What follows belongs to an exercise in optimizing a design on an open flow for small area, a short achievable clock period and few clock cycles; a production flow would make more cautious choices.
In this exercise RTL edits were held to simulation tests only and were not proved equivalent to the original.
Power is estimated from default activity; no workload was simulated.

[config.mk]
export PLATFORM = sky130hd
export DESIGN_NAME = tim_decoder
export DESIGN_NICKNAME = tim_decoder
export VERILOG_FILES = /design/flow/design.v
export SDC_FILE = /design/flow/constraint.sdc
export NUM_CORES = 4
export LEC_CHECK = 0
export CAP_MARGIN = 20
export CORE_MARGIN = 2
export CORE_UTILIZATION = 30
export CTS_CLUSTER_DIAMETER = 100
export CTS_CLUSTER_SIZE = 20
export PLACE_DENSITY = 0.5
export SLEW_MARGIN = 20
export SYNTH_MEMORY_MAX_BITS = 8192
[constraint.sdc]
create_clock -name core_clock -period 14.0 [get_ports {clk}]
set_input_delay 2.8000 -clock core_clock [delete_from_list [all_inputs] [get_ports {clk}]]
set_output_delay 2.8000 -clock core_clock [all_outputs]
set_load 0.01 [all_outputs]
[design.v]
module tim_decoder (
    input  wire        clk,
    input  wire        rst,
    input  wire        start,
    input  wire [31:0] slen,
    input  wire [31:0] maxres,
    input  wire        cfg_allow_oob,
    input  wire        cfg_ignore_version,
    input  wire        cfg_first_row_only,
    output wire        idle,
    input  wire        s_valid,
    input  wire [7:0]  s_data,
    output reg         s_ready,
    output reg         p_valid,
    input  wire        p_ready,
    output reg  [31:0] p_argb,
    output reg         p_mask,
    output reg         done,
    output reg  [5:0]  reason,
    output reg  [1:0]  fmt,
    output reg  [17:0] width,
    output reg  [15:0] height,
    output reg  [4:0]  page,
    output reg  [7:0]  x_off,
    output reg  [7:0]  y_off,
    output reg         pal_stp
);
    localparam [5:0] R_OK          = 6'd0;
    localparam [5:0] R_TAG         = 6'd1;
    localparam [5:0] R_VERSION     = 6'd2;
    localparam [5:0] R_FMT_CODE    = 6'd3;
    localparam [5:0] R_CLUT_W      = 6'd4;
    localparam [5:0] R_CLUT_H      = 6'd5;
    localparam [5:0] R_PAL_MISSING = 6'd6;
    localparam [5:0] R_STRIDE_ZERO = 6'd7;
    localparam [5:0] R_HEIGHT_ZERO = 6'd8;
    localparam [5:0] R_WIDTH_LARGE = 6'd10;
    localparam [5:0] R_PAGE_RANGE  = 6'd11;
    localparam [5:0] R_HDR_TRUNC   = 6'd16;
    localparam [5:0] R_PAL_TRUNC   = 6'd17;
    localparam [5:0] R_IMG_TRUNC   = 6'd18;
    localparam [5:0] R_STREAM_END  = 6'd32;
    localparam [1:0] F_I4  = 2'd0;
    localparam [1:0] F_I8  = 2'd1;
    localparam [1:0] F_D16 = 2'd2;
    localparam [1:0] F_D24 = 2'd3;
    localparam [2:0] P_IDLE = 3'd0;
    localparam [2:0] P_HDR  = 3'd1;
    localparam [2:0] P_PHDR = 3'd2;
    localparam [2:0] P_PAL  = 3'd3;
    localparam [2:0] P_IHDR = 3'd4;
    localparam [2:0] P_MUL  = 3'd5;
    localparam [2:0] P_IMG  = 3'd6;
    localparam [2:0] P_FIN  = 3'd7;
    localparam [2:0] Q_HDR  = 3'd0;
    localparam [2:0] Q_PHDR = 3'd1;
    localparam [2:0] Q_PAL  = 3'd2;
    localparam [2:0] Q_IHDR = 3'd3;
    localparam [2:0] Q_IMG  = 3'd4;
    localparam [2:0] Q_STOP = 3'd5;
    reg  [2:0]  ps;           
    reg  [3:0]  hb;           
    reg         idle_r;
    reg  [7:0]  f0d, f1d;     
    reg  [1:0]  f0t, f1t;     
    reg  [1:0]  n;            
    reg  [31:0] rem;          
    reg         tol_ok;       
    reg         in_mul;       
    reg  [2:0]  rq;           
    reg  [16:0] q;            
    reg  [15:0] rows;         
    reg         oob_q, ign_q, first_q;
    reg  [17:0] maxres_q;
    reg         maxres_big;
    reg         haspal, hdr_ok, code_bad;
    reg  [7:0]  lo;           
    reg  [7:0]  g24;
    reg  [8:0]  cw9;          
    reg         cw_bad;
    reg  [15:0] s16;          
    reg         xy_bad;
    reg  [15:0] W;            
    reg         W_pend;
    reg  [4:0]  Wct;
    reg  [2:0]  Wr;
    reg  [4:0]  c;            
    reg  [7:0]  pc;           
    reg         row0;
    reg         stp;
    reg  [1:0]  sb;           
    reg         nib;          
    reg         sk_v;         
    reg  [24:0] sk_d;         
    reg         sk_m;
    reg         v2;           
    reg  [7:0]  sr;
    reg  [31:0] sp;
    reg         in2;
    reg         v3;           
    reg  [15:0] r3;
    reg  [4095:0] ring;
    assign idle = idle_r;
    function [4:0] ct;        
        input [4:0] g;
        begin
            ct = g[4] ? {g[3:0] + 4'd1, 1'b0} : {g[3:0], 1'b1};
        end
    endfunction
    function [2:0] d3s;       
        input [1:0] r;
        input       b;
        begin
            d3s[2] = r[1] | (r[0] & b);
            d3s[1] = (r[0] & ~b) | (r[1] & b);
            d3s[0] = (~r[1] & ~r[0] & b) | (r[1] & ~b);
        end
    endfunction
    function [9:0] d3c8;
        input [1:0] r;
        input [7:0] x;
        integer i;
        reg [1:0] rr;
        reg [2:0] st;
        reg [7:0] qq;
        begin
            rr = r;
            for (i = 7; i >= 0; i = i - 1) begin
                st = d3s(rr, x[i]);
                qq[i] = st[2];
                rr = st[1:0];
            end
            d3c8 = {qq, rr};
        end
    endfunction
    function [31:0] expand;
        input [15:0] raw;
        begin
            expand = (raw == 16'd0) ? 32'd0 :
                     {8'hFF, raw[4:0], 3'b000, raw[9:5], 3'b000, raw[14:10], 3'b000};
        end
    endfunction
    wire [7:0] hd   = f0d;
    wire       avail = (n != 2'd0);
    wire       t_last = f0t[1];
    wire       t_tail = f0t[0];
    wire       exhausted = (n == 2'd0) && (rem == 32'd0) && !tol_ok;
    wire       stall = sk_v;
    wire       fmt_pal = ~fmt[1];
    wire       w_fire = W_pend && (c == Wct);
    wire       pal_hi   = sb[0];
    wire       pal_kept = (fmt == F_I8) || (pc[7:4] == 4'd0);
    wire       pal_st   = row0 && pal_kept;
    wire       pal_blk  = pal_hi && pal_st && W_pend && !w_fire;
    reg        pop;
    always @(*) begin
        case (ps)
            P_HDR, P_PHDR: pop = avail;
            P_IHDR:        pop = avail && !(hb == 4'd11 && W_pend);
            P_PAL:         pop = avail && !pal_blk;
            P_IMG:         pop = avail && !stall && !(fmt == F_I4 && !nib);
            default:       pop = 1'b0;
        endcase
    end
    wire push = s_valid & s_ready;
    wire       img_go = (ps == P_IMG) && avail && !stall;
    wire [7:0] idx    = (fmt == F_I4) ? {4'd0, nib ? hd[7:4] : hd[3:0]} : hd;
    wire       pix_pal = img_go && fmt_pal;
    wire       d24_pad = (sb == 2'd0) && t_tail;
    wire       pix_dir = img_go && !fmt_pal &&
                         ((fmt == F_D16) ? sb[0] : (sb == 2'd2));
    wire [15:0] d16raw = {hd, lo};
    wire [31:0] dir_argb = (fmt == F_D16) ? expand(d16raw) : {8'hFF, lo, g24, hd};
    wire        dir_mask = (fmt == F_D16) ? hd[7] : 1'b0;
    wire [15:0] raw2;
    genvar gs, gb, gq;
    generate
        for (gb = 0; gb < 16; gb = gb + 1) begin : g_bit
            wire [7:0] inner;
            for (gq = 0; gq < 8; gq = gq + 1) begin : g_r
                wire [31:0] col;
                for (gs = 0; gs < 32; gs = gs + 1) begin : g_col
                    assign col[gs] = ring[(gq*32 + gs)*16 + gb];
                end
                assign inner[gq] = |(col & sp);
            end
            assign raw2[gb] = |(inner & sr);
        end
    endgenerate
    wire [15:0] praw = r3;
    wire [31:0] pal_argb = expand(praw);
    wire        np_v = !sk_v && (fmt_pal ? v3 : pix_dir);
    wire [24:0] np_d = fmt_pal ? {pal_argb[31], pal_argb[23:0]} : {dir_argb[31], dir_argb[23:0]};
    wire        np_m = fmt_pal ? praw[15] : dir_mask;
    reg  [1:0]  d3r;
    wire [9:0]  d3hi = d3c8(2'd0, hd);
    wire [9:0]  d3lo = d3c8(d3r, s16[7:0]);
    wire [2:0]  d3l0 = d3s(d3lo[1:0], 1'b0);
    reg  [17:0] w_calc;
    always @(*) begin
        case (fmt)
            F_I4:    w_calc = {s16, 2'b00};
            F_I8:    w_calc = {1'b0, s16, 1'b0};
            F_D16:   w_calc = {2'b00, s16};
            default: w_calc = {1'b0, width[16:9], d3lo[9:2], d3l0[2]};
        endcase
    end
    wire [9:0]  xd3  = d3c8(2'd0, {1'b0, hd[5:0], 1'b0});
    reg  [7:0]  x_calc;
    always @(*) begin
        case (fmt)
            F_I4:    x_calc = {hd[5:0], 2'b00};
            F_I8:    x_calc = {1'b0, hd[5:0], 1'b0};
            F_D16:   x_calc = {2'b00, hd[5:0]};
            default: x_calc = {2'b00, xd3[7:2]};
        endcase
    end
    wire [15:0] h16   = {hd, lo};
    wire        w_big = maxres_big ? 1'b0 : (width > maxres_q);
    wire [32:0] rsub  = {1'b0, rem} - {16'd0, in_mul ? {s16, 1'b0} : 17'd1};
    wire [1:0]  n_next = n + {1'b0, push} - {1'b0, pop};
    wire        rem_ge1 = (rem != 32'd0);
    wire        rem_ge2 = (rem[31:1] != 31'd0);
    wire        rem_ge3 = (rem[31:2] != 30'd0) || (rem[1:0] == 2'd3);
    wire        rem_ge4 = (rem[31:2] != 30'd0);
    reg         u_ge1, u_ge2;
    always @(*) begin
        case (n)
            2'd0:    begin u_ge1 = rem_ge1; u_ge2 = rem_ge2; end
            2'd1:    begin u_ge1 = rem_ge2; u_ge2 = rem_ge3; end
            default: begin u_ge1 = rem_ge3; u_ge2 = rem_ge4; end
        endcase
    end
    wire        u_ok_next = tol_ok || (push ? u_ge2 : u_ge1);
    reg         reload_nz;
    always @(*) begin
        case (rq)
            Q_HDR:   reload_nz = hdr_ok;
            Q_PHDR:  reload_nz = (cw9 != 9'd0);
            Q_PAL:   reload_nz = 1'b1;
            Q_IHDR:  reload_nz = (s16 != 16'd0);
            Q_IMG:   reload_nz = (rows > 16'd1);
            default: reload_nz = 1'b0;
        endcase
    end
    wire        q_is1 = (q == 17'd1);
    wire        q_nz  = (q != 17'd0);
    wire        q_next_nz = push ? (!q_is1 || reload_nz) : q_nz;
    reg         fin;         
    reg         fin_px;      
    reg  [5:0]  fin_reason;
    always @(*) begin
        fin = 1'b0;
        fin_px = 1'b0;
        fin_reason = R_OK;
        case (ps)
            P_HDR: begin
                if (exhausted) begin
                    fin = 1'b1; fin_reason = oob_q ? R_HDR_TRUNC : R_STREAM_END;
                end else if (avail) begin
                    if (hb == 4'd1 && {hd, lo} != 16'h0010) begin
                        fin = 1'b1; fin_reason = R_TAG;
                    end else if (hb == 4'd3 && {hd, lo} != 16'h0000 && !ign_q) begin
                        fin = 1'b1; fin_reason = R_VERSION;
                    end else if (hb == 4'd7 && code_bad) begin
                        fin = 1'b1; fin_reason = R_FMT_CODE;
                    end else if (hb == 4'd7 && !hdr_ok) begin
                        fin = 1'b1; fin_reason = R_PAL_MISSING;
                    end
                end
            end
            P_PHDR: begin
                if (exhausted) begin
                    fin = 1'b1; fin_reason = oob_q ? R_HDR_TRUNC : R_STREAM_END;
                end else if (avail && hb == 4'd11) begin
                    if (cw_bad) begin
                        fin = 1'b1; fin_reason = R_CLUT_W;
                    end else if (h16 == 16'd0 || h16 > 16'd256) begin
                        fin = 1'b1; fin_reason = R_CLUT_H;
                    end
                end
            end
            P_PAL: begin
                if (exhausted) begin
                    fin = 1'b1; fin_reason = oob_q ? R_PAL_TRUNC : R_STREAM_END;
                end
            end
            P_IHDR: begin
                if (exhausted) begin
                    fin = 1'b1; fin_reason = oob_q ? R_HDR_TRUNC : R_STREAM_END;
                end else if (pop && hb == 4'd11) begin
                    if (s16 == 16'd0) begin
                        fin = 1'b1; fin_reason = R_STRIDE_ZERO;
                    end else if (h16 == 16'd0) begin
                        fin = 1'b1; fin_reason = R_HEIGHT_ZERO;
                    end else if (w_big) begin
                        fin = 1'b1; fin_reason = R_WIDTH_LARGE;
                    end else if (xy_bad) begin
                        fin = 1'b1; fin_reason = R_PAGE_RANGE;
                    end
                end
            end
            P_MUL: begin
                if (W != 16'd0 && rsub[32]) begin
                    fin = 1'b1; fin_reason = R_IMG_TRUNC;
                end
            end
            P_IMG: begin
                if (exhausted && !nib) begin
                    fin_px = 1'b1;
                    if (fmt == F_D24 && sb == 2'd0 && q <= 17'd2 &&
                        (rows == 16'd1 || width == 18'd0))
                        fin_reason = R_OK;
                    else
                        fin_reason = R_STREAM_END;
                end else if (pop && t_last) begin
                    fin_px = 1'b1; fin_reason = R_OK;
                end
            end
            default: ;
        endcase
    end
    wire start_acc = idle_r && start;
    genvar gr;
    generate
        for (gr = 0; gr < 8; gr = gr + 1) begin : g_ring
            wire wr = w_fire && (Wr == gr);
            always @(posedge clk) begin
                ring[gr*512 + 16 +: 496] <= ring[gr*512 +: 496];
                ring[gr*512 +: 16] <= wr ? W : ring[gr*512 + 496 +: 16];
            end
        end
    endgenerate
    always @(posedge clk) begin
        oob_q      <= cfg_allow_oob;
        ign_q      <= cfg_ignore_version;
        first_q    <= cfg_first_row_only;
        maxres_q   <= maxres[17:0];
        maxres_big <= (maxres[31:18] != 14'd0);
        c <= c + 5'd1;
        begin
            done <= 1'b0;
            if (push && (n == 2'd0 || (n == 2'd1 && pop))) begin
                f0d <= s_data;
                f0t <= {q_is1 && (rq == Q_PAL || rq == Q_IMG) && rows == 16'd1, q <= 17'd2};
            end else if (pop && n == 2'd2) begin
                f0d <= f1d;
                f0t <= f1t;
            end
            if (push && n == 2'd1 && !pop) begin
                f1d <= s_data;
                f1t <= {q_is1 && (rq == Q_PAL || rq == Q_IMG) && rows == 16'd1, q <= 17'd2};
            end
            n <= n_next;
            if (push) begin
                if (q_is1) begin
                    case (rq)
                        Q_HDR: begin
                            if (hdr_ok) begin
                                rq <= haspal ? Q_PHDR : Q_IHDR; q <= 17'd12;
                            end else begin
                                rq <= Q_STOP; q <= 17'd0;
                            end
                        end
                        Q_PHDR: begin rq <= Q_PAL; q <= {7'd0, cw9, 1'b0}; end
                        Q_PAL: begin
                            if (rows > 16'd1) begin
                                rows <= rows - 16'd1; q <= {7'd0, cw9, 1'b0};
                            end else begin
                                rq <= Q_IHDR; q <= 17'd12;
                            end
                        end
                        Q_IHDR: begin rq <= Q_IMG; q <= {s16, 1'b0}; end
                        Q_IMG: begin
                            if (rows > 16'd1) begin
                                rows <= rows - 16'd1; q <= {s16, 1'b0};
                            end else begin
                                rq <= Q_STOP; q <= 17'd0;
                            end
                        end
                        default: ;
                    endcase
                end else begin
                    q <= q - 17'd1;
                end
            end
            s_ready <= (ps != P_IDLE) && (ps != P_FIN) && !fin && !fin_px &&
                       (n_next != 2'd2) && u_ok_next && q_next_nz;
            if (in_mul) begin
                if (W != 16'd0 && !rsub[32]) rem <= rsub[31:0];
            end else if (pop) begin
                rem <= rsub[31:0];
            end
            if (w_fire) W_pend <= 1'b0;
            case (ps)
                P_IDLE: begin
                    if (start) begin
                        ps      <= P_HDR;
                        idle_r  <= 1'b0;
                        hb      <= 4'd0;
                        rem     <= slen;
                        tol_ok  <= 1'b0;
                        in_mul  <= 1'b0;
                        rq      <= Q_HDR;
                        q       <= 17'd8;
                        s_ready <= 1'b1;
                        n       <= 2'd0;
                        W_pend  <= 1'b0;
                        stp     <= 1'b0;
                    end
                end
                P_HDR: begin
                    if (pop) begin
                        hb <= hb + 4'd1;
                        lo <= hd;
                        if (hb == 4'd4) begin
                            fmt      <= hd[1:0];
                            haspal   <= hd[3];
                            code_bad <= hd[2];
                            hdr_ok   <= !hd[2] && (hd[3] || hd[1]);
                        end
                        if (hb == 4'd7) begin
                            hb <= 4'd0;
                            ps <= haspal ? P_PHDR : P_IHDR;
                        end
                    end
                end
                P_PHDR: begin
                    if (pop) begin
                        hb <= hb + 4'd1;
                        lo <= hd;
                        if (hb == 4'd9) begin
                            cw9    <= {hd == 8'd1, lo};
                            cw_bad <= ({hd, lo} == 16'd0) || ({hd, lo} > 16'd256);
                            if (fmt[1]) fmt <= (hd != 8'd0) ? F_I8 : F_I4;
                        end
                        if (hb == 4'd11) begin
                            ps   <= P_PAL;
                            rows <= h16;
                            pc   <= 8'd0;
                            row0 <= 1'b1;
                            sb   <= 2'd0;
                            c    <= 5'd31;
                        end
                    end
                end
                P_PAL: begin
                    if (pop) begin
                        sb[0] <= ~sb[0];
                        if (!pal_hi) begin
                            lo <= hd;
                        end else begin
                            if ((row0 || !first_q) && pal_kept)
                                stp <= stp | hd[7];
                            if (pal_st) begin
                                W      <= {hd, lo};
                                W_pend <= 1'b1;
                                Wct    <= ct(pc[4:0]);
                                Wr     <= pc[7:5];
                            end
                            if ({1'b0, pc} == cw9 - 9'd1) begin
                                pc   <= 8'd0;
                                row0 <= 1'b0;
                            end else begin
                                pc <= pc + 8'd1;
                            end
                            if (t_last) begin
                                ps <= P_IHDR;
                                hb <= 4'd0;
                            end
                        end
                    end
                end
                P_IHDR: begin
                    if (pop) begin
                        hb <= hb + 4'd1;
                        lo <= hd;
                        case (hb)
                            4'd4: x_off <= x_calc;
                            4'd5: begin
                                page[3:0] <= {hd[1:0], lo[7:6]};
                                xy_bad    <= (hd[7:2] != 6'd0);
                            end
                            4'd6: y_off <= hd;
                            4'd7: begin
                                page[4] <= hd[0];
                                if (hd[7:1] != 7'd0) xy_bad <= 1'b1;
                            end
                            4'd9: begin
                                s16         <= {hd, lo};
                                width[16:9] <= d3hi[9:2];
                                d3r         <= d3hi[1:0];
                            end
                            4'd10: width <= w_calc;
                            4'd11: begin
                                height  <= h16;
                                rows    <= h16;
                                W       <= h16;
                                pal_stp <= stp;
                                sb      <= 2'd0;
                                nib     <= 1'b0;
                                ps      <= oob_q ? P_MUL : P_IMG;
                                in_mul  <= oob_q;
                            end
                            default: ;
                        endcase
                    end
                end
                P_MUL: begin
                    if (W == 16'd0) begin
                        tol_ok <= 1'b1;
                        in_mul <= 1'b0;
                        ps     <= P_IMG;
                    end else if (!rsub[32]) begin
                        W <= W - 16'd1;
                    end
                end
                P_IMG: begin
                    if (img_go) begin
                        case (fmt)
                            F_I4: nib <= ~nib;
                            F_I8: ;
                            F_D16: begin
                                sb[0] <= ~sb[0];
                                if (!sb[0]) lo <= hd;
                            end
                            default: begin
                                if (sb == 2'd0) begin
                                    if (!t_tail) begin
                                        lo <= hd;
                                        sb <= 2'd1;
                                    end
                                end else if (sb == 2'd1) begin
                                    g24 <= hd;
                                    sb  <= 2'd2;
                                end else begin
                                    sb <= 2'd0;
                                end
                            end
                        endcase
                    end
                end
                P_FIN: begin
                    if (!v2 && !v3 && !sk_v && (!p_valid || p_ready)) begin
                        done   <= 1'b1;
                        idle_r <= 1'b1;
                        ps     <= P_IDLE;
                    end
                end
                default: ps <= P_IDLE;
            endcase
            if (fin || fin_px) begin
                reason  <= fin_reason;
                rq      <= Q_STOP;
                q       <= 17'd0;
                s_ready <= 1'b0;
                in_mul  <= 1'b0;
                if (fin) begin
                    done   <= 1'b1;
                    idle_r <= 1'b1;
                    ps     <= P_IDLE;
                end else begin
                    ps <= P_FIN;
                end
            end
            if (stall) begin
                sp <= {sp[30:0], sp[31]};    
            end else begin
                v2  <= pix_pal;
                sr  <= 8'd1 << idx[7:5];
                sp  <= 32'd1 << (c - ct(idx[4:0]));
                in2 <= ({1'b0, idx} < cw9);
                v3  <= v2;
                r3  <= in2 ? raw2 : 16'd0;
            end
            if (!p_valid || p_ready) begin
                if (sk_v) begin
                    p_valid <= 1'b1;
                    p_argb  <= {{8{sk_d[24]}}, sk_d[23:0]};
                    p_mask  <= sk_m;
                    sk_v    <= 1'b0;
                end else begin
                    p_valid <= np_v;
                    p_argb  <= {{8{np_d[24]}}, np_d[23:0]};
                    p_mask  <= np_m;
                end
            end else if (!sk_v && np_v) begin
                sk_v <= 1'b1;
                sk_d <= np_d;
                sk_m <= np_m;
            end
        end
        if (rst) begin
            ps      <= P_IDLE;
            idle_r  <= 1'b1;
            s_ready <= 1'b0;
            n       <= 2'd0;
            p_valid <= 1'b0;
            sk_v    <= 1'b0;
            v2      <= 1'b0;
            v3      <= 1'b0;
            done    <= 1'b0;
        end
    end
endmodule
[flow/run.sh]
#!/bin/bash
# Layout flow: the standard ORFS flow (standard.sh), unchanged, except that
# timing repair aims for a setup slack margin, so that paths end well inside
# the clock period. The SDC, clock period and all other steps are the standard ones.
set -euo pipefail
bash standard.sh SETUP_SLACK_MARGIN=9.4 finish > flow_make.log 2>&1
[standard.sh]
#!/bin/bash
# synth_recipe.tcl (not shown) runs the flow's synth.tcl, then flattens the netlist and writes it again
# the make line also repeats each setting of config.mk as NAME=value (left out here)
make -C /OpenROAD-flow-scripts/flow DESIGN_CONFIG=/design/flow/config.mk WORK_HOME=/design/flow/orfs CLKGATE_MAP_FILE= SYNTH_SCRIPT=/design/flow/synth_recipe.tcl "${@:-finish}"
==> results of run 1 <==
[placed cells by master, fill, tap and decap left out, types with 19 or more instances in the layout]
master              n
a22oi_1          1543
nand2b_1           24
a21oi_1           126
inv_1              81
o21a_1             23
dlygate4sd2_1      81
a22o_1            276
or3_1              22
ha_1               70
o41ai_1           128
xor2_1             35
and3_1             45
o21ai_0           129
clkdlybuf4s50_1    79
a211oi_1           19
buf_12             21
dfxtp_1          4201
dfxtp_4            32
mux2_2            166
nor4_1             40
nand3_1           304
nor3_1             61
clkbuf_16         271
a31oi_1            27
a221oi_1          271
mux2i_1            28
nand2_1           222
nor2_1            174
nand4_1           302
buf_4             183
xnor2_1            55
edfxtp_1          251
[sequential cells by signal, summed over array words and instances (netlist names), 9 cells and up]
signal	count
s16	16
rem	32
height	16
sk_d	25
cw9	9
ring	4096
sp	32
width	18
q	17
r3	16
rows	16
W	16
maxres_q	18
p_argb	25
[kinds of logic (layout without fill, tap and decap cells)]
kind of cell	count (synthesis)	count (layout)	share of synthesized area
buf+inv	696	793	0.0211
flops	4488	4488	0.730
other cells	0	15	0
simple gates	1312	1313	0.0553
xor+xnor	92	92	0.00648
fa+ha+maj	75	75	0.00752
compound gates	2695	2695	0.162
mux	195	195	0.0172
[power groups by stage]
stage | Sequential [mW] | Combinational (mW) | Clock, mW
after floorplan | 13.5 | 1.66 | 0
after global placement | 13.8 | 3.25 | 0
after detailed placement | 13.8 | 3.26 | 0
after CTS | 13.5 | 3.26 | 7.94
after global routing | 13.6 | 3.41 | 8.40
final | 13.6 | 3.32 | 7.81
[how the worst max path moves through the flow]
stage / start / end / cells after the start
floorplan: s_valid / s_ready / 13
global placement: p_ready / ps[1] / 9
detailed placement: p_ready / ps[1] / 9
CTS: fmt[0] / fmt[0] / 1
global route: p_argb[30] / p_argb[25] / 2
finish: p_argb[13] / p_argb[13] / 1
[stage by stage]
step | hold slack (ps) | std cells | power (mW) | setup slack, ps
2_1_floorplan | 331 | 9553 | 15.1 | 9360
3_3_place_gp | 333 | 14833 | 17.1 | 8650
3_5_place_dp | 336 | 14833 | 17.1 | 8750
4_1_cts | 329 | 15169 | 24.7 | 9340
5_1_grt | 331 | 15173 | 25.4 | 9400
6_report | 325 | 15186 | 24.7 | 9430
[synth_stat cells, types with 14 or more instances]
| cell type | instances |
|---|---|
| xnor2_1 | 56 |
| a221oi_1 | 271 |
| o41ai_1 | 128 |
| a22o_1 | 276 |
| or3_1 | 22 |
| o22ai_1 | 15 |
| nor2_1 | 175 |
| clkbuf_1 | 491 |
| mux2_2 | 166 |
| o211ai_1 | 14 |
| inv_1 | 83 |
| o31ai_1 | 14 |
| buf_1 | 100 |
| xor2_1 | 35 |
| a21o_1 | 17 |
| dfxtp_1 | 4237 |
| nand3_1 | 305 |
| a21oi_1 | 126 |
| a31oi_1 | 27 |
| nand2b_1 | 25 |
| nor2b_1 | 16 |
| and3_1 | 45 |
| edfxtp_1 | 251 |
| o21ai_0 | 130 |
| a211oi_1 | 19 |
| o21a_1 | 23 |
| nor3_1 | 64 |
| a22oi_1 | 1543 |
| nand4_1 | 302 |
| ha_1 | 72 |
| nand2_1 | 224 |
| mux2i_1 | 28 |
| nor4_1 | 40 |
[routing by layer]
layer / vias to the layer above / global-route usage / routed length (um)
met3: 758 / 0.0291 / 31300
li1: 35818 / - / -
met2: 3731 / 0.316 / 198000
met5: - / 0 / 50
met1: 42387 / 0.274 / 195000
met4: 8 / 0.0655 / 14600
[repair_timing]
item                                    CTS  global route
gates cloned                              0             1
resized for setup                       133             6
endpoints found under the setup margin  101            10
buffers inserted                         14             0
pin swaps                                 0             1
[final cells by class]
cell class | instances | share of cell area
tap | 5520 | 0.0486
timing repair buffer | 385 | 0.0246
sequential | 4488 | 0.651
clock inverter | 35 | 0.00327
multi-input combinational | 4370 | 0.222
inverter | 86 | 0.00231
antenna | 15 | 0.000264
clock buffer | 287 | 0.0481
==> metrics.md, run 1 <==
| Metric | Value |
|---|---|
| Vias per cell | `5.45` |
| Critical R2R Launch | `fmt[0]` |
| Post-layout min period | `4570 ps` |
| First-pass GRT wire length | `621 mm` |
| Die Wd | `653 um` |
| Clock-pin slew on the worst setup and hold paths | `90 ps` |
| Cells on Worst Hold Path | `0` |
| Power density over the cells | `174 nW/um^2` |
| Total track usage | `0.198` |
| Max Freq | `roughly 0.22 GHz` |
| Initial core utilization | `0.301` |
| Switch share | `0.300` |
| Antenna Nets Post-Route | `0` |
| CTS root buffer | `clkbuf_16` |
| Area of the die | `427000 um^2` |
| Crit-path max cell delay | `550 ps` |
| Core area | `between 400000 and 500000 um^2` |
| Maximum vdd ir drop | `roughly 0.12 mV` |
| CTS tree | `yes` |
| Setup TNS | `0 ps` |
| First-pass iteration count of the detailed router | `6` |
| Die H | `~650 um` |
| Post-Syn Area per Cell | `between 10 and 15 um^2` |
| Lkg Pwr | `51.7 nW` |
| Total gr overflow | `0` |
| Largest net degree at the start of global routing | `76` |
| Seq pwr share | `0.549` |
| RSZ-0062 raised after global routing | `false` |
| Nets@finish | `9752` |
| Warnings, synthesis | `1` |
| Worst reg2reg path endpoint | `sp[0]` |
| Syn Nets | `around 9700` |
| CP top delay family | `flip-flops` |
| Vias in the first global route | `84058` |
| Worst-Margin Slew | `1180 ps` |
| Logic gate share of total power | `0.135` |
| Most used DFF post-synth | `dfxtp_1` |
| Fillers | `just over 40000` |
| Critical Path AT | `1770 ps` |
| Final core occ | `0.339` |
| WP data required | `between 10000 and 15000 ps` |
| Hold endpoint | `ring[1914]` |
| Fin area | `about 140000 um^2` |
| Wirelength, routed | `439 mm` |
| Buf/Inv on CP | `1` |
| # IOs | `181` |
| Number of core rows | `238` |
| Synth Register Bits | `4488` |
| Slew HR | `0.203` |
| Outcome | `finished clean` |
| Final GP Congestion | `0.860` |
| DR WL/cell | `28.9 um` |
| Clk buf depth | `4` |
| Clock latency (worst-skew pair) | `around 940 ps` |
| Post-synth EDFFs | `251` |
| CTS Hold Bufs | `0` |
| Max Cap Viol | `0` |
| Asr flop ratio synth | `0` |
| Synth area leader | `dfxtp_1` |
| Crit Path Class | `reg -> out` |
| Dpl cell area | `around 130000 um^2` |
| Final number of hold-violating endpoints | `0` |
| Share of cells above drive strength 1 | `0.0823` |
| Crit-path cells | `clkdlybuf4s15_2` |
| Slowest-stage cell, CP | `edfxtp_1` |
| CP endpoint kind | `primary output` |
| Yosys cell types | `100` |
| Worst hold start | `ring[1898]` |
| HP Class | `reg -> reg` |
| Area grow syn2layout | `12.4%` |
| # port buffers | `180` |
| Clock sink count | `roughly 4500` |
| Critical Path Source Type | `flip-flop` |
| Initial antenna violation count | `20` |
| Mapped Area | `126000 um^2` |
| Top cell type's share of synthesized area | `0.671` |
| Critical Path Fanout Max | `1` |
| Register area share after synthesis | `0.730` |
| DRT iter0 DRCs | `8485` |
| Layout Skew | `72.1 ps` |
| Cell-internal power | `17.3 mW` |
| Clock share of power | `0.316` |
| Count of final setup violators | `0` |
| CTS buffer count | `267` |
| Dpl hpwl | `245 mm` |
| Tcrit/Tclk final | `0.326` |
| R2r worst-path depth | `13` |
| Switching Power | `between 7 and 8 mW` |
| Register Area | `approximately 92000 um^2` |
| Vias | `82702` |
| R2R Setup Slk | `9600 ps` |
| Top cells by area, synth | `dfxtp_1, a22oi_1, edfxtp_1, a22o_1, a221oi_1` |
| Synth Instances | `9553` |
| CTS H-tree depth | `5` |
| Area occupied by multi-input gates | `approximately 32000 um^2` |
| Final-report max-slew violation count | `0` |
| Residual DRC count | `0` |
Testbench counts, summed over its fixed seeds: cycles 250,658.
==> run 2: changes to the inputs <==
==> flow/run.sh (replaced) <==
#!/bin/bash
# Layout flow: the standard ORFS flow (standard.sh), unchanged, except that
# - timing repair aims for a setup slack margin, so that paths end well inside
#   the clock period, and
# - the port buffers that the standard flow inserts are buf_4 cells.
# The SDC, clock period and all other steps are the standard ones.
set -euo pipefail
bash standard.sh SETUP_SLACK_MARGIN=9.4 "BUFFER_PORTS_ARGS=-buffer_cell sky130_fd_sc_hd__buf_4" finish > flow_make.log 2>&1
==> metrics.md, run 2 <==
| Metric | Value |
|---|---|
| Yosys cell types | `100` |
| Dpl hpwl | `247 mm` |
| Post-Syn Area per Cell | `13.2 um^2` |
| Most frequent cells after synthesis | `dfxtp_1, a22oi_1, clkbuf_1, nand3_1, nand4_1` |
| WP data required | `11200 ps` |
| # port buffers | `180` |
| CTS Hold Bufs | `0` |
| Setup TNS | `0 ps` |
| CTS tree | `yes` |
| Final-report max-slew violation count | `0` |
| Total gr overflow | `0` |
| Clock-pin slew on the worst setup and hold paths | `90 ps` |
| R2R Setup Slk | `9610 ps` |
| Largest register FFs | `4096` |
| Total track usage | `0.197` |
| Count of final setup violators | `0` |
| Share of cells above drive strength 1 | `0.0967` |
| Post-layout min period | `4500 ps` |
| Clock sink count | `approximately 4500` |
| Final GP Congestion | `a little under 0.9` |
| Largest registers | `ring x4096, rem x32, sp x32` |
| # IOs | `181` |
| First-pass GRT wire length | `between 600 and 700 mm` |
| Worst setup path end | `p_argb[23]` |
| Antenna Nets Post-Route | `0` |
| Final hold slack | `a little over 300 ps` |
| Maximum vdd ir drop | `0.160 mV` |
| Clock latency (worst-skew pair) | `920 ps` |
| First-pass iteration count of the detailed router | `7` |
| Vias | `approximately 83000` |
| Number of core rows | `238` |
| Worst-Margin Slew | `1080 ps` |
| RSZ-0062 raised after global routing | `false` |
| Vias in the first global route | `83396` |
| HP Class | `reg -> reg` |
| Critical Path Source Type | `flip-flop` |
| Die H | `653 um` |
| Largest net degree at the start of global routing | `82` |
| CTS root buffer | `clkbuf_16` |
| Residual DRC count | `0` |
| Final Total Pwr | `24.6 mW` |
| Cell depth of the worst setup path | `1` |
| Nets@finish | `9732` |
| DR WL/cell | `approximately 29 um` |
| Post-synth EDFFs | `~250` |
| DP Worst Slack | `9120 ps` |
| Max Freq | `0.222 GHz` |
| Wirelength, routed | `438 mm` |
| Asr flop ratio synth | `0` |
| Crit-path max cell delay | `570 ps` |
| Area of the die | `427000 um^2` |
| CTS H-tree depth | `5` |
| Commonest cells after routing, fill and taps aside | `dfxtp_1, a22oi_1, buf_4, nand3_1, nand4_1` |
| R2r worst-path depth | `9` |
| Die Wd | `653 um` |
| DRT iter0 DRCs | `8486` |
| Layout Skew | `65.3 ps` |
| Final number of hold-violating endpoints | `0` |
| Worst reg2reg path endpoint | `rem[19]` |
| Buf/Inv on CP | `1` |
| Top cell type's share of synthesized area | `0.671` |
| Max Cap Viol | `0` |
| Lkg Pwr | `51.5 nW` |
| Register area share after synthesis | `0.730` |
| Area grow syn2layout | `11.9%` |
| Top reg by flops | `ring` |
| Critical Path AT | `1700 ps` |
| Power density over the cells | `roughly 170 nW/um^2` |
| Slew HR | `0.278` |
| Critical Path Fanout Max | `1` |
| Mapped Area | `126000 um^2` |
| Top-count cell post-synth | `dfxtp_1` |
| Synth Instances | `between 9000 and 10000` |
| Warnings, synthesis | `1` |
| Vias per cell | `5.45` |
| Crit Path Class | `reg -> out` |
| Slowest-stage cell, CP | `edfxtp_1` |
| Most used DFF post-synth | `dfxtp_1` |
| Crit-path cells | `buf_4` |
| Synth area leader | `dfxtp_1` |
| Initial antenna violation count | `14` |
| Initial core utilization | `0.301` |
| Clk buf depth | `4` |
| Worst Setup SP | `p_argb[23]` |
| Synth Register Bits | `4488` |
| Outcome | `finished clean` |
| Syn Nets | `9707` |
| Critical R2R Launch | `ps[1]` |
| CTS buffer count | `265` |
| Top cells by area, synth | `dfxtp_1, a22oi_1, edfxtp_1, a22o_1, a221oi_1` |
| Core area | `420000 um^2` |
| CP endpoint kind | `primary output` |
| Most common cell after layout, fill and taps aside | `dfxtp_1` |
| CP top delay family | `flip-flops` |
| Final WS setup | `9500 ps` |
| Tcrit/Tclk final | `0.321` |
run 2: cell counts after synthesis:
Identical to the previous run, type by type.
run 2: worst min-delay path by stage:
stage | startpoint | end | slack (ps) | cells past startpoint
6_report | ring[2973] | ring[2989] | 310 | 0
5_1_grt | ring[3608] | ring[3624] | 320 | 0
4_1_cts | ring[2973] | ring[2989] | 300 | 0
3_5_place_dp | ring[3199] | ring[3215] | 340 | 0
3_3_place_gp | ring[3305] | ring[3321] | 330 | 0
2_1_floorplan | ring[1024] | ring[1040] | 330 | 0
run 2: cells by family (layout without fill, tap and decap cells):
logic type,after synthesis,after routing,share of synthesized area
AO/OA/AOI/OAI,2695,2695,0.162
buffers and inverters,696,776,0.0211
AND/OR/NAND/NOR,1312,1313,0.0553
flip-flops,4488,4488,0.730
other,0,4,0
adder cells (fa/ha/maj),75,75,0.00752
multiplexers,195,195,0.0172
XOR/XNOR,92,92,0.00648
run 2: repair_timing:
item | in CTS | in global routing
cloned | 0 | 1
resized for setup | 2 | 2
pin swaps | 0 | 1
endpoints found under the setup margin | 25 | 28
setup buffers | 0 | 2
hold endpoints to repair | 0 | 0
run 2: metal layers:
layer  part of all wire  global-route usage
met3              0.075              0.0320
met1               0.44               0.269
met5           0.000098                   0
met2               0.45               0.317
met4              0.035              0.0610
run 2: area by class of cell:
type	count	area [um^2]
fill	40981	278000
sequential	4488	92500
timing repair buffer	367	3000
multi-input combinational	4370	31600
antenna	4	10.0
clock inverter	19	204
tap	5520	6910
inverter	86	330
clock buffer	304	7010
run 2: worst reg2reg max path, stage by stage, from the launching register on:
cell      delay, ps
dfxtp_1         790
nand2_1         430
nor4_2          570
a32o_1          300
a31oi_2         180
o211ai_4        730
buf_4           360
nand3_1         260
or4_1           510
a31oi_1         180
run 2: stage by stage:
stage	util	area, um^2	cells
finish	0.337	142000	15158
global route	0.337	142000	15156
CTS	0.337	141000	15151
detailed placement	0.320	134000	14828
global placement	0.320	134000	14827
floorplan	-	127000	9553
run 2: power breakdown:
group          switching [mW]  total [mW]  internal [mW]
sequential              0.502        13.6           13.1
clock                    4.20        7.77           3.57
combinational            2.62        3.29          0.668
==> run 3: changes to the inputs <==
--- a/config.mk
+++ b/config.mk
@@ -10,4 +10,4 @@
 export CORE_UTILIZATION = 30
-export CTS_CLUSTER_DIAMETER = 100
-export CTS_CLUSTER_SIZE = 20
+export CTS_CLUSTER_DIAMETER = 90
+export CTS_CLUSTER_SIZE = 24
 export PLACE_DENSITY = 0.5
==> metrics.md, run 3 <==
| Metric | Value |
|---|---|
| Top cells by area, synth | `dfxtp_1, a22oi_1, edfxtp_1, a22o_1, a221oi_1` |
| Worst hold start | `ring[2566]` |
| Critical R2R Launch | `ps[1]` |
| Clock latency (worst-skew pair) | `950 ps` |
| Vias per cell | `5.46` |
| Slowest-stage cell, CP | `edfxtp_1` |
| Vias in the first global route | `82855` |
| Residual DRC count | `0` |
| Nets@finish | `9686` |
| CP top delay family | `flip-flops` |
| Die H | `653 um` |
| Layout Skew | `57.2 ps` |
| CTS buffer count | `around 220` |
| Critical Path Fanout Max | `1` |
| Total gr overflow | `0` |
| Mapped Area | `126000 um^2` |
| # IOs | `approximately 180` |
| Clock sink count | `~4500` |
| Total track usage | `0.196` |
| Final hold slack | `324 ps` |
| Max Cap Viol | `0` |
| Final GP Congestion | `0.883` |
| Top reg by flops | `ring` |
| Outcome | `finished clean` |
| CTS H-tree depth | `4` |
| Slew HR | `0.244` |
| Critical Path Source Type | `flip-flop` |
| Largest net degree at the start of global routing | `82` |
| Power density over the cells | `about 170 nW/um^2` |
| Worst reg2reg path endpoint | `rem[19]` |
| Worst-Margin Slew | `roughly 1100 ps` |
| Buf/Inv on CP | `1` |
| Die Wd | `653 um` |
| RSZ-0062 raised after global routing | `false` |
| Core area | `~420000 um^2` |
| Post-Syn Area per Cell | `approximately 13 um^2` |
| Crit-path max cell delay | `550 ps` |
| First-pass GRT wire length | `615 mm` |
| Hold endpoint | `ring[2582]` |
| Area of the die | `between 400000 and 500000 um^2` |
| Synth area leader | `dfxtp_1` |
| R2R Setup Slk | `9680 ps` |
| Fin cells | `between 15000 and 20000` |
| Top cell type's share of synthesized area | `0.671` |
| Synth Register Bits | `roughly 4500` |
| Final number of hold-violating endpoints | `0` |
| Largest registers | `ring x4096, rem x32, sp x32` |
| Share of cells above drive strength 1 | `0.0930` |
| Asr flop ratio synth | `0` |
| Lkg Pwr | `51.0 nW` |
| Crit-path cells | `buf_4` |
| Area grow syn2layout | `11.0%` |
| Largest register FFs | `roughly 4000` |
| Register area share after synthesis | `0.730` |
| DP Worst Slack | `9120 ps` |
| Final-report max-slew violation count | `0` |
| Dpl hpwl | `247 mm` |
| Placed Cells | `14828` |
| HP Class | `reg -> reg` |
| CTS Hold Bufs | `0` |
| Most used DFF post-synth | `dfxtp_1` |
| Top-count cell post-synth | `dfxtp_1` |
| Critical Path AT | `1700 ps` |
| Vias | `82436` |
| CTS tree | `yes` |
| CP endpoint kind | `primary output` |
| Clk buf depth | `4` |
| Initial core utilization | `0.301` |
| Number of core rows | `238` |
| # port buffers | `180` |
| Maximum vdd ir drop | `0.167 mV` |
| Synth Instances | `9553` |
| Post-layout min period | `4500 ps` |
| Count of final setup violators | `0` |
| CTS root buffer | `clkbuf_16` |
| DR WL/cell | `around 29 um` |
| Most common cell after layout, fill and taps aside | `dfxtp_1` |
| Commonest cells after routing, fill and taps aside | `dfxtp_1, a22oi_1, buf_4, nand3_1, nand4_1` |
| Syn Nets | `just under 10000` |
| Clock-pin slew on the worst setup and hold paths | `100 ps` |
| Warnings, synthesis | `1` |
| Max Freq | `0.222 GHz` |
| Post-synth EDFFs | `251` |
| Wirelength, routed | `436 mm` |
| Antenna Nets Post-Route | `0` |
| Final WS setup | `9500 ps` |
| WP data required | `between 10000 and 15000 ps` |
| Setup TNS | `0 ps` |
| Yosys cell types | `100` |
| Initial antenna violation count | `12` |
| DRT iter0 DRCs | `~8800` |
| Most frequent cells after synthesis | `dfxtp_1, a22oi_1, clkbuf_1, nand3_1, nand4_1` |
| R2r worst-path depth | `10` |
| Tcrit/Tclk final | `0.322` |
| First-pass iteration count of the detailed router | `8` |
| Crit Path Class | `reg -> out` |
| Cells on Worst Hold Path | `0` |
run 3: stage by stage:
step / utilization / power (mW) / instance area [um^2]
final: 0.334 / 23.9 / 140000
after global routing: 0.334 / 24.5 / 140000
after detailed placement: 0.320 / 17.1 / 134000
after CTS: 0.334 / 23.9 / 140000
after global placement: 0.320 / 17.1 / 134000
after floorplan: - / 15.1 / 127000
run 3: routing by layer:
| metal | share of wire | up-vias | track usage |
|---|---|---|---|
| met5 | 0.00012 | - | 0 |
| met4 | 0.035 | 6 | 0.0636 |
| li1 | - | 35657 | - |
| met1 | 0.44 | 42187 | 0.269 |
| met3 | 0.074 | 779 | 0.0285 |
| met2 | 0.45 | 3807 | 0.316 |
run 3: worst max path at each step:
stage / startpoint / endpoint / slack, ps / depth (start not counted)
floorplan: s_valid / s_ready / 9360 / 13
global placement: p_ready / ps[1] / 9050 / 9
detailed placement: p_ready / ps[1] / 9120 / 9
CTS: ps[1] / rem[19] / 9420 / 9
global route: fmt[1] / sp[19] / 9420 / 14
finish: p_argb[11] / p_argb[11] / 9500 / 1
run 3: area by class of cell:
cell class | count | area, um^2
fillers | 41063 | 280000
flip-flops and latches | 4488 | 92500
multi-input cells | 4370 | 31600
well taps | 5520 | 6910
clock buffers | 239 | 5620
repair buffers | 369 | 3020
clock inverters | 30 | 418
inverters | 86 | 329
diodes | 7 | 17.5
run 3: what timing repair did:
item,in CTS,in global routing
gates cloned,0,1
setup buffers,1,2
setup endpoints to repair,32,8
pin swaps,0,1
resized for setup,1,1
run 3: power breakdown:
| part | total [mW] | switching, mW | internal, mW |
|---|---|---|---|
| Sequential | 13.6 | 0.505 | 13.1 |
| Clock | 7.02 | 4.09 | 2.93 |
| Combinational | 3.30 | 2.63 | 0.669 |
run 3: logic make-up (layout without fill, tap and decap cells):
logic type      count (synthesis)  in the layout  synth area share
flops                        4488           4488             0.730
compound gates               2695           2695             0.162
simple gates                 1312           1313            0.0553
buf+inv                       696            724            0.0211
mux                           195            195            0.0172
xor+xnor                       92             92           0.00648
fa+ha+maj                      75             75           0.00752
other cells                     0              7                 0
==> run 4: changes to the inputs <==
--- a/config.mk
+++ b/config.mk
@@ -10,4 +10,4 @@
 export CORE_UTILIZATION = 30
-export CTS_CLUSTER_DIAMETER = 90
-export CTS_CLUSTER_SIZE = 24
+export CTS_CLUSTER_DIAMETER = 80
+export CTS_CLUSTER_SIZE = 28
 export PLACE_DENSITY = 0.5
==> metrics.md, run 4 <==
| Metric | Value |
|---|---|
| Number of core rows | `238` |
| First-pass GRT wire length | `614 mm` |
| Largest net degree at the start of global routing | `82` |
| Antenna Nets Post-Route | `0` |
| Clock sink count | `4488` |
| Critical Path Source Type | `flip-flop` |
| CTS tree | `yes` |
| Final number of hold-violating endpoints | `0` |
| Post-Syn Area per Cell | `13.2 um^2` |
| Critical Path AT | `between 1500 and 2000 ps` |
| Max Freq | `0.222 GHz` |
| Top cells by area, synth | `dfxtp_1, a22oi_1, edfxtp_1, a22o_1, a221oi_1` |
| Fillers | `41096` |
| Cell-internal power | `16.5 mW` |
| Outcome | `finished clean` |
| # port buffers | `180` |
| Die Wd | `653 um` |
| Clock latency (worst-skew pair) | `~940 ps` |
| Area grow syn2layout | `10.6%` |
| HP Class | `reg -> reg` |
| Maximum vdd ir drop | `0.164 mV` |
| Total track usage | `0.196` |
| Slew HR | `0.249` |
| DRT iter0 DRCs | `approximately 9000` |
| Layout Skew | `between 80 and 90 ps` |
| Lkg Pwr | `between 50 and 60 nW` |
| Mapped Area | `126000 um^2` |
| Syn Nets | `9707` |
| Register area share after synthesis | `0.730` |
| Most frequent cells after synthesis | `dfxtp_1, a22oi_1, clkbuf_1, nand3_1, nand4_1` |
| RSZ-0062 raised after global routing | `false` |
| Warnings, synthesis | `1` |
| Residual DRC count | `0` |
| Crit-path max cell delay | `between 500 and 600 ps` |
| Area of the die | `about 430000 um^2` |
| Share of cells above drive strength 1 | `0.0918` |
| Post-layout min period | `roughly 4500 ps` |
| Wirelength, routed | `approximately 440 mm` |
| Clock-pin slew on the worst setup and hold paths | `110 ps` |
| GR Layer Usage met1 | `0.270` |
| Vias in the first global route | `82458` |
| Vias per cell | `between 5 and 6` |
| CTS root buffer | `clkbuf_16` |
| First-pass iteration count of the detailed router | `8` |
| Logic gate share of total power | `0.139` |
| Crit-path cells | `buf_4` |
| Grt met2 use | `0.318` |
| CTS buffer count | `196` |
| # IOs | `around 180` |
| Final GP Congestion | `between 0.8 and 0.9` |
| Clk buf depth | `4` |
| Nets@finish | `9664` |
| Largest registers | `ring x4096, rem x32, sp x32` |
| Switch share | `0.304` |
| CP endpoint kind | `primary output` |
| Synth area leader | `dfxtp_1` |
| Seq pwr share | `0.574` |
| Clock share of power | `0.287` |
| Initial core utilization | `0.301` |
| WP data required | `11200 ps` |
| Die H | `653 um` |
| Yosys cell types | `100` |
| Slowest-stage cell, CP | `edfxtp_1` |
| Asr flop ratio synth | `0` |
| Switching Power | `~7.2 mW` |
| Most common cell after layout, fill and taps aside | `dfxtp_1` |
| Core area | `between 400000 and 500000 um^2` |
| Tcrit/Tclk final | `0.321` |
| CTS Hold Bufs | `0` |
| Worst-Margin Slew | `1130 ps` |
| Most used DFF post-synth | `dfxtp_1` |
| Top reg by flops | `ring` |
| Post-synth EDFFs | `251` |
| Grt met3 use | `0.0292` |
| Synth Instances | `9553` |
| Commonest cells after routing, fill and taps aside | `dfxtp_1, a22oi_1, buf_4, nand3_1, nand4_1` |
| Final hold slack | `316 ps` |
| DR WL/cell | `28.8 um` |
| Max Cap Viol | `0` |
| Power density over the cells | `169 nW/um^2` |
| Top-count cell post-synth | `dfxtp_1` |
| Initial antenna violation count | `11` |
| Total gr overflow | `0` |
| Crit Path Class | `reg -> out` |
| CTS H-tree depth | `4` |
| Final-report max-slew violation count | `0` |
| Largest register FFs | `4096` |
| Busiest layer in global routing | `met2` |
| Synth Register Bits | `4488` |
| Buf/Inv on CP | `1` |
| Critical Path Fanout Max | `1` |
| CP top delay family | `flip-flops` |
| Dpl hpwl | `247 mm` |
| Setup TNS | `0 ps` |
| Count of final setup violators | `0` |
| Vias | `82187` |
| Top cell type's share of synthesized area | `0.671` |
-- run 4: changes by cell type in the layout (fill, tap and decap cells not counted), moves of 2 or more --
cell,delta
clkbuf_16,-20
clkbuf_1,+10
clkinv_2,+5
inv_8,+5
diode_2,-2
-- run 4: worst paths after layout --
check	start	endpoint	slack, ps	cells after the start
setup / recovery	p_argb[11]	p_argb[11]	9500	1
hold / removal	ring[2854]	ring[2870]	320	0
setup reg to reg	ps[2]	rem[19]	9690	10
hold reg to reg	ring[2854]	ring[2870]	320	0
-- run 4: power groups by stage --
stage	registers, mW	clock network (mW)	logic, mW
global route	13.6	7.32	3.38
finish	13.6	6.80	3.29
floorplan	13.5	0	1.66
CTS	13.6	6.89	3.23
detailed placement	13.9	0	3.22
global placement	13.9	0	3.21
-- run 4: what timing repair did --
item | in CTS | in global routing
gates cloned | 0 | 1
setup buffers | 0 | 2
setup endpoints to repair | 24 | 10
pin swaps | 0 | 1
resized for setup | 1 | 1
-- run 4: area by class of cell --
class,instances,area [um^2],share of cell area
Timing Repair Buffer,368,3010,0.0215
Sequential cell,4488,92500,0.661
Antenna cell,5,12.5,0.0000894
Tap cell,5520,6910,0.0493
Clock inverter,39,484,0.00346
Inverter,86,329,0.00235
Clock buffer,229,5150,0.0368
Multi-Input combinational cell,4370,31600,0.226
-- run 4: routing by layer --
metal  vias up  share of wire
met3       715          0.072
met2      3667           0.45
li1      35665              -
met5         -        0.00019
met4        12          0.031
met1     42128           0.44
-- run 4: logic make-up (layout without fill, tap and decap cells) --
group	Yosys count	in the layout	synth area share
DFF	4488	4488	0.730
AOI/OAI and AO/OA	2695	2695	0.162
and+or+nand+nor	1312	1313	0.0553
buffers and inverters	696	722	0.0211
muxes	195	195	0.0172
xor gates and xnor gates	92	92	0.00648
adders and majority gates	75	75	0.00752
other	0	5	0
-- run 4: through the flow --
stage / cells / power [mW] / utilization / instance area [um^2] / setup slack, ps
4_1_cts: 15096 / 23.7 / 0.333 / 140000 / 9420
3_3_place_gp: 14827 / 17.1 / 0.320 / 134000 / 9050
2_1_floorplan: 9553 / 15.1 / - / 127000 / 9360
5_1_grt: 15101 / 24.3 / 0.333 / 140000 / 9440
3_5_place_dp: 14828 / 17.1 / 0.320 / 134000 / 9120
6_report: 15105 / 23.7 / 0.333 / 140000 / 9500
==> run 5: changes to the inputs <==
==> flow/run.sh (replaced) <==
#!/bin/bash
# Layout flow: the standard ORFS flow (standard.sh), unchanged, except that
# - timing repair aims for a setup slack margin, so that paths end well inside
#   the clock period,
# - the port buffers that the standard flow inserts are buf_4 cells, and
# - clock tree synthesis adds no dummy loads.
# The SDC, clock period and all other steps are the standard ones.
set -euo pipefail
bash standard.sh SETUP_SLACK_MARGIN=9.4 \
  "BUFFER_PORTS_ARGS=-buffer_cell sky130_fd_sc_hd__buf_4" \
  "CTS_ARGS=-sink_clustering_enable -repair_clock_nets -sink_clustering_size 20 -sink_clustering_max_diameter 100 -dont_use_dummy_load" \
  finish > flow_make.log 2>&1
--- a/config.mk
+++ b/config.mk
@@ -10,4 +10,4 @@
 export CORE_UTILIZATION = 30
-export CTS_CLUSTER_DIAMETER = 80
-export CTS_CLUSTER_SIZE = 28
+export CTS_CLUSTER_DIAMETER = 100
+export CTS_CLUSTER_SIZE = 20
 export PLACE_DENSITY = 0.5
==> metrics.md, run 5 <==
| Metric | Value |
|---|---|
| CTS Hold Bufs | `0` |
| Clk buf depth | `4` |
| Final GP Congestion | `approximately 0.88` |
| WP data required | `11200 ps` |
| Critical Path AT | `1690 ps` |
| Top cell type's share of synthesized area | `0.671` |
| Area grow syn2layout | `11.4%` |
| CP endpoint kind | `primary output` |
| Critical Path Source Type | `flip-flop` |
| Max Cap Viol | `0` |
| Maximum vdd ir drop | `between 0.15 and 0.2 mV` |
| Warnings, synthesis | `1` |
| Commonest cells after routing, fill and taps aside | `dfxtp_1, a22oi_1, buf_4, nand3_1, nand4_1` |
| Final number of hold-violating endpoints | `0` |
| # IOs | `181` |
| Post-Syn Area per Cell | `between 10 and 15 um^2` |
| Adder-cell share of the synthesized area | `0.00752` |
| Multiplexer share of the synthesized area | `0.0172` |
| Synth Area in Simple Gates | `0.0553` |
| Tcrit/Tclk final | `0.321` |
| Clock share of power | `0.307` |
| Vias per cell | `~5.5` |
| Clock-pin slew on the worst setup and hold paths | `80 ps` |
| Final-report max-slew violation count | `0` |
| CTS tree | `yes` |
| HP Class | `reg -> reg` |
| DRT iter0 DRCs | `8454` |
| Complex-gate fraction of the synthesized area | `0.162` |
| Slew HR | `0.275` |
| Power density over the cells | `173 nW/um^2` |
| CP top delay family | `flip-flops` |
| Cell-internal power | `about 17 mW` |
| Area occupied by multi-input gates | `31600 um^2` |
| Syn Nets | `between 9000 and 10000` |
| Synth area leader | `dfxtp_1` |
| Area of the die | `427000 um^2` |
| Total track usage | `0.197` |
| CTS root buffer | `clkbuf_16` |
| Largest net degree at the start of global routing | `82` |
| # port buffers | `180` |
| Synth Register Bits | `around 4500` |
| Most frequent cells after synthesis | `dfxtp_1, a22oi_1, clkbuf_1, nand3_1, nand4_1` |
| Switch share | `0.297` |
| Most common cell after layout, fill and taps aside | `dfxtp_1` |
| Dpl hpwl | `247 mm` |
| Largest register FFs | `4096` |
| First-pass GRT wire length | `617 mm` |
| Clock latency (worst-skew pair) | `920 ps` |
| Seq pwr share | `0.558` |
| Mapped Area | `126000 um^2` |
| Top reg by flops | `ring` |
| Vias | `82401` |
| Most used DFF post-synth | `dfxtp_1` |
| Top-count cell post-synth | `dfxtp_1` |
| Critical Path Fanout Max | `1` |
| Post-layout min period | `about 4500 ps` |
| Synth Instances | `9553` |
| Yosys cell types | `100` |
| Die Wd | `roughly 650 um` |
| Asr flop ratio synth | `0` |
| Number of core rows | `238` |
| Clock sink count | `4488` |
| Core area | `420000 um^2` |
| CTS buffer count | `265` |
| Synth Area in XOR/XNOR | `0.00648` |
| Layout Skew | `~110 ps` |
| Antenna Nets Post-Route | `0` |
| Count of final setup violators | `0` |
| Register Area | `slightly above 90000 um^2` |
| Crit-path max cell delay | `approximately 550 ps` |
| Outcome | `finished clean` |
| Slowest-stage cell, CP | `edfxtp_1` |
| Largest registers | `ring x4096, rem x32, sp x32` |
| CTS H-tree depth | `5` |
| Register area share after synthesis | `0.730` |
| First-pass iteration count of the detailed router | `8` |
| Setup TNS | `0 ps` |
| Nets@finish | `between 9000 and 10000` |
| Die H | `653 um` |
| DR WL/cell | `29.0 um` |
| Switching Power | `7.21 mW` |
| Crit Path Class | `reg -> out` |
| Total gr overflow | `0` |
| Fillers | `between 40000 and 50000` |
| Share of cells above drive strength 1 | `0.0941` |
| Post-synth EDFFs | `251` |
| Vias in the first global route | `83261` |
| Initial core utilization | `0.301` |
| Wirelength, routed | `around 440 mm` |
| Crit-path cells | `buf_4` |
| Residual DRC count | `0` |
| Max Freq | `0.223 GHz` |
| Final core occ | `0.336` |
| Logic gate share of total power | `0.135` |
| Largest family of logic cells by synthesized area | `compound AO/OA/AOI/OAI gates` |
| Initial antenna violation count | `15` |
| RSZ-0062 raised after global routing | `false` |
| Worst-Margin Slew | `approximately 1100 ps` |
| Buf/Inv on CP | `1` |
| Lkg Pwr | `51.3 nW` |
| Top cells by area, synth | `dfxtp_1, a22oi_1, edfxtp_1, a22o_1, a221oi_1` |
[run 5: cell type report]
cell class                 instances  area share
clock buffer                     265      0.0470
sequential                      4488       0.656
inverter                          86     0.00234
antenna                            5   0.0000888
multi-input combinational       4370       0.224
timing repair buffer             367      0.0213
tap                             5520      0.0490
[run 5: final timing paths]
| check | start | to | slack, ps | cells after the start |
|---|---|---|---|---|
| setup reg to reg | ps[1] | rem[19] | 9560 | 9 |
| hold / removal | ring[599] | ring[615] | 300 | 0 |
| setup / recovery | p_argb[21] | p_argb[21] | 9510 | 1 |
| hold reg to reg | ring[599] | ring[615] | 300 | 0 |
[run 5: repair_timing]
item / CTS / global route
pin swaps: 0 / 1
setup buffers: 0 / 2
cloned: 0 / 1
hold endpoints to repair: 0 / 0
endpoints found under the setup margin: 25 / 26
resized for setup: 2 / 2
[run 5: cells by family (layout without fill, tap and decap cells)]
| family | Yosys count | in the layout |
|---|---|---|
| AOI/OAI and AO/OA | 2695 | 2695 |
| xor gates and xnor gates | 92 | 92 |
| adders and majority gates | 75 | 75 |
| buffers and inverters | 696 | 718 |
| DFF | 4488 | 4488 |
| muxes | 195 | 195 |
| other | 0 | 5 |
| and+or+nand+nor | 1312 | 1313 |
[run 5: per-stage QoR]
step | hold WS (ps) | setup slack [ps] | instances | instance area [um^2] | power (mW)
final | 303 | 9510 | 15101 | 141000 | 24.3
after global routing | 318 | 9440 | 15098 | 141000 | 25.0
after CTS | 309 | 9460 | 15093 | 141000 | 24.4
after detailed placement | 336 | 9120 | 14828 | 134000 | 17.1
after global placement | 333 | 9050 | 14827 | 134000 | 17.1
after floorplan | 331 | 9360 | 9553 | 127000 | 15.1
[run 5: metal layers]
layer  global-route usage  share of wire
met1                0.269           0.44
met4               0.0622          0.035
met2                0.316           0.45
met3               0.0333          0.076
met5                    0       0.000098
[run 5: power groups by stage]
| stage | combinational [mW] | clock [mW] | sequential (mW) |
|---|---|---|---|
| after CTS | 3.23 | 7.59 | 13.6 |
| final | 3.29 | 7.46 | 13.6 |
| after global placement | 3.21 | 0 | 13.9 |
| after floorplan | 1.66 | 0 | 13.5 |
| after detailed placement | 3.22 | 0 | 13.9 |
| after global routing | 3.38 | 8.02 | 13.6 |
==> run 6: changes to the inputs <==
==> flow/run.sh (replaced) <==
#!/bin/bash
# Layout flow: the standard ORFS flow (standard.sh), unchanged, except that
# - timing repair aims for a setup slack margin, so that paths end well inside
#   the clock period,
# - the port buffers that the standard flow inserts are buf_4 cells, and
# - clock tree synthesis clusters up to 24 sinks within 90 um and adds no dummy loads.
# The SDC, clock period and all other steps are the standard ones.
set -euo pipefail
bash standard.sh SETUP_SLACK_MARGIN=9.7 \
  "BUFFER_PORTS_ARGS=-buffer_cell sky130_fd_sc_hd__buf_4" \
  "CTS_ARGS=-sink_clustering_enable -repair_clock_nets -sink_clustering_size 24 -sink_clustering_max_diameter 90 -dont_use_dummy_load" \
  finish > flow_make.log 2>&1
--- a/config.mk
+++ b/config.mk
@@ -10,4 +10,2 @@
 export CORE_UTILIZATION = 30
-export CTS_CLUSTER_DIAMETER = 100
-export CTS_CLUSTER_SIZE = 20
 export PLACE_DENSITY = 0.5
==> metrics.md, run 6 <==
| Metric | Value |
|---|---|
| Post-layout min period | `roughly 4500 ps` |
| Largest net degree at the start of global routing | `78` |
| Final GP Congestion | `roughly 0.89` |
| Share of cells above drive strength 1 | `0.0908` |
| Die H | `653 um` |
| Wirelength, routed | `roughly 440 mm` |
| Layout Skew | `approximately 100 ps` |
| Tcrit/Tclk final | `0.323` |
| Syn Nets | `9707` |
| Most used DFF post-synth | `dfxtp_1` |
| Final hold slack | `297 ps` |
| DR WL/cell | `29.3 um` |
| Clock share of power | `0.283` |
| Nets@finish | `9691` |
| Final number of hold-violating endpoints | `0` |
| Commonest cells after routing, fill and taps aside | `dfxtp_1, a22oi_1, nand3_1, nand4_1, a22o_1` |
| Count of final setup violators | `0` |
| Final-report max-slew violation count | `0` |
| Initial antenna violation count | `19` |
| Area grow syn2layout | `10.8%` |
| HP Class | `reg -> reg` |
| Setup TNS | `0 ps` |
| Vias per cell | `5.46` |
| DRT iter0 DRCs | `about 9700` |
| Vias in the first global route | `~84000` |
| Fillers | `40886` |
| CTS H-tree depth | `4` |
| Total track usage | `0.199` |
| Die Wd | `653 um` |
| Yosys cell types | `100` |
| Top-count cell post-synth | `dfxtp_1` |
| Dpl cell area | `134000 um^2` |
| CTS root buffer | `clkbuf_16` |
| Core area | `about 420000 um^2` |
| Largest register FFs | `4096` |
| Largest registers | `ring x4096, rem x32, sp x32` |
| Crit Path Class | `reg -> out` |
| Maximum vdd ir drop | `0.132 mV` |
| Vias | `about 82000` |
| Clk buf depth | `4` |
| Power density over the cells | `168 nW/um^2` |
| Slew HR | `0.239` |
| CTS tree | `yes` |
| First-pass iteration count of the detailed router | `6` |
| CP endpoint kind | `primary output` |
| Top cell type's share of synthesized area | `0.671` |
| Switch share | `0.302` |
| Placed Cells | `14816` |
| Cell-internal power | `16.5 mW` |
| Asr flop ratio synth | `0` |
| Crit-path cells | `buf_6` |
| Residual DRC count | `0` |
| CP top delay family | `flip-flops` |
| Max Freq | `0.221 GHz` |
| RSZ-0062 raised after global routing | `true` |
| Warnings, synthesis | `1` |
| CTS buffer count | `214` |
| Final core occ | `0.334` |
| Slowest-stage cell, CP | `edfxtp_1` |
| Seq pwr share | `0.574` |
| Critical Path Fanout Max | `1` |
| Outcome | `finished clean` |
| Most common cell after layout, fill and taps aside | `dfxtp_1` |
| Synth area leader | `dfxtp_1` |
| Total gr overflow | `0` |
| Post-Syn Area per Cell | `approximately 13 um^2` |
| Post-synth EDFFs | `251` |
| Lkg Pwr | `roughly 51 nW` |
| Synth Register Bits | `between 4000 and 5000` |
| Fin cells | `around 15000` |
| Buf/Inv on CP | `1` |
| Worst-Margin Slew | `1140 ps` |
| Switching Power | `7.11 mW` |
| Most frequent cells after synthesis | `dfxtp_1, a22oi_1, clkbuf_1, nand3_1, nand4_1` |
| Initial core utilization | `0.301` |
| WP data required | `11200 ps` |
| Area of the die | `around 430000 um^2` |
| Synth Instances | `around 9600` |
| Register Area | `92500 um^2` |
| Fin area | `140000 um^2` |
| Area occupied by multi-input gates | `31600 um^2` |
| Clock-pin slew on the worst setup and hold paths | `100 ps` |
| Clock sink count | `4488` |
| Crit-path max cell delay | `just under 600 ps` |
| Dpl hpwl | `246 mm` |
| First-pass GRT wire length | `622 mm` |
| Top reg by flops | `ring` |
| Clock latency (worst-skew pair) | `930 ps` |
| Antenna Nets Post-Route | `0` |
| Critical Path AT | `1720 ps` |
| # IOs | `around 180` |
| Number of core rows | `around 240` |
| Top cells by area, synth | `dfxtp_1, a22oi_1, edfxtp_1, a22o_1, a221oi_1` |
| Register area share after synthesis | `0.730` |
| Logic gate share of total power | `0.143` |
| Critical Path Source Type | `flip-flop` |
| Mapped Area | `126000 um^2` |
| Max Cap Viol | `0` |
| # port buffers | `180` |
-- run 6: cell counts after synthesis --
No cell type changed its count.
-- run 6: final timing paths --
| check | from | endpoint | slack, ps | cells after the start |
|---|---|---|---|---|
| worst min register to register | ring[207] | ring[223] | 300 | 0 |
| worst max-delay path | p_argb[23] | p_argb[23] | 9480 | 1 |
| worst max register to register | sp[31] | r3[14] | 9750 | 9 |
| worst min-delay path | ring[207] | ring[223] | 300 | 0 |
-- run 6: logic make-up (layout without fill, tap and decap cells) --
kind of cell               after synthesis  count (layout)  share of synthesized area
DFF                                   4488            4488                      0.730
AOI/OAI and AO/OA                     2695            2695                      0.162
and+or+nand+nor                       1312            1313                     0.0553
buffers and inverters                  696             677                     0.0211
muxes                                  195             195                     0.0172
xor gates and xnor gates                92              92                    0.00648
adders and majority gates               75              75                    0.00752
other                                    0               6                          0
-- run 6: cell type report --
class,count,share of cell area
Sequential cell,4488,0.660
Multi-Input combinational cell,4370,0.225
Inverter,86,0.00234
Clock buffer,214,0.0382
Timing Repair Buffer,377,0.0247
Antenna cell,6,0.000107
Tap cell,5520,0.0493
-- run 6: power by group through the flow --
stage	Combinational, mW	Clock, mW	Sequential (mW)
3_5_place_dp	3.28	0	13.8
6_report	3.37	6.67	13.5
2_1_floorplan	1.67	0	13.5
3_3_place_gp	3.28	0	13.8
4_1_cts	3.30	6.78	13.5
5_1_grt	3.44	7.21	13.5
-- run 6: per-stage QoR --
stage / power (mW) / worst slack, ps
CTS: 23.6 / 9460
finish: 23.6 / 9480
global placement: 17.1 / 9140
global route: 24.2 / 9480
detailed placement: 17.1 / 9260
floorplan: 15.1 / 9360
-- run 6: timing repair --
action	4_1_cts	5_1_grt
buffers inserted	21	3
setup endpoints to repair	99	140
resized for setup	86	6
hold endpoints to repair	0	0
pin swaps	1	1
hold buffers	0	0
cloned	1	0
-- run 6: routing by layer --
| layer | share of wire | track usage | up-vias | routed length [um] |
|---|---|---|---|---|
| met1 | 0.44 | 0.275 | 42180 | 194000 |
| met2 | 0.45 | 0.319 | 3708 | 199000 |
| met3 | 0.075 | 0.0314 | 764 | 33200 |
| met5 | 0.00011 | 0 | - | 47 |
| met4 | 0.031 | 0.0590 | 6 | 13800 |
| li1 | - | - | 35614 | - |

[re-timing with driven ports]
No port has a modelled driver above. Below, the same layouts with a new extraction and two added sets of constraints.
Step 1 sets driving cells, clkbuf_16 on the clock port and buf_2 on the other inputs (assumed; they add their load-dependent delay and slew).
Step 2, shift: input delay + t, output delay - t, t = (earliest + latest rising clock arrival at the registers) / 2. This alone moves slack from input paths to output paths.
a / b / c = ideal ports / drivers / drivers and shift; a / b = the first two.
| run | t (ns) | setup slack, ns | hold WS [ns] |
|---|---|---|---|
| run 1 | 1.005 | 9.432 / 9.329 / 8.735 | 0.325 / 0.325 / 0.325 |
| run 2 | 0.997 | 9.500 / 9.394 / 9.088 | 0.309 / 0.309 / 0.309 |
| run 3 | 1.034 | 9.498 / 9.389 / 9.063 | 0.324 / 0.324 / 0.324 |
| run 4 | 1.011 | 9.505 / 9.397 / 9.074 | 0.316 / 0.316 / 0.316 |
| run 5 | 0.972 | 9.511 / 9.404 / 9.114 | 0.303 / 0.303 / 0.303 |
| run 6 | 1.010 | 9.479 / 9.368 / 9.211 | 0.297 / 0.297 / 0.297 |
After both steps every run listed still meets setup and hold. For run 1, which loses most, drivers alone change the setup slack by -0.103 ns; drivers and shift together by -0.697 ns.
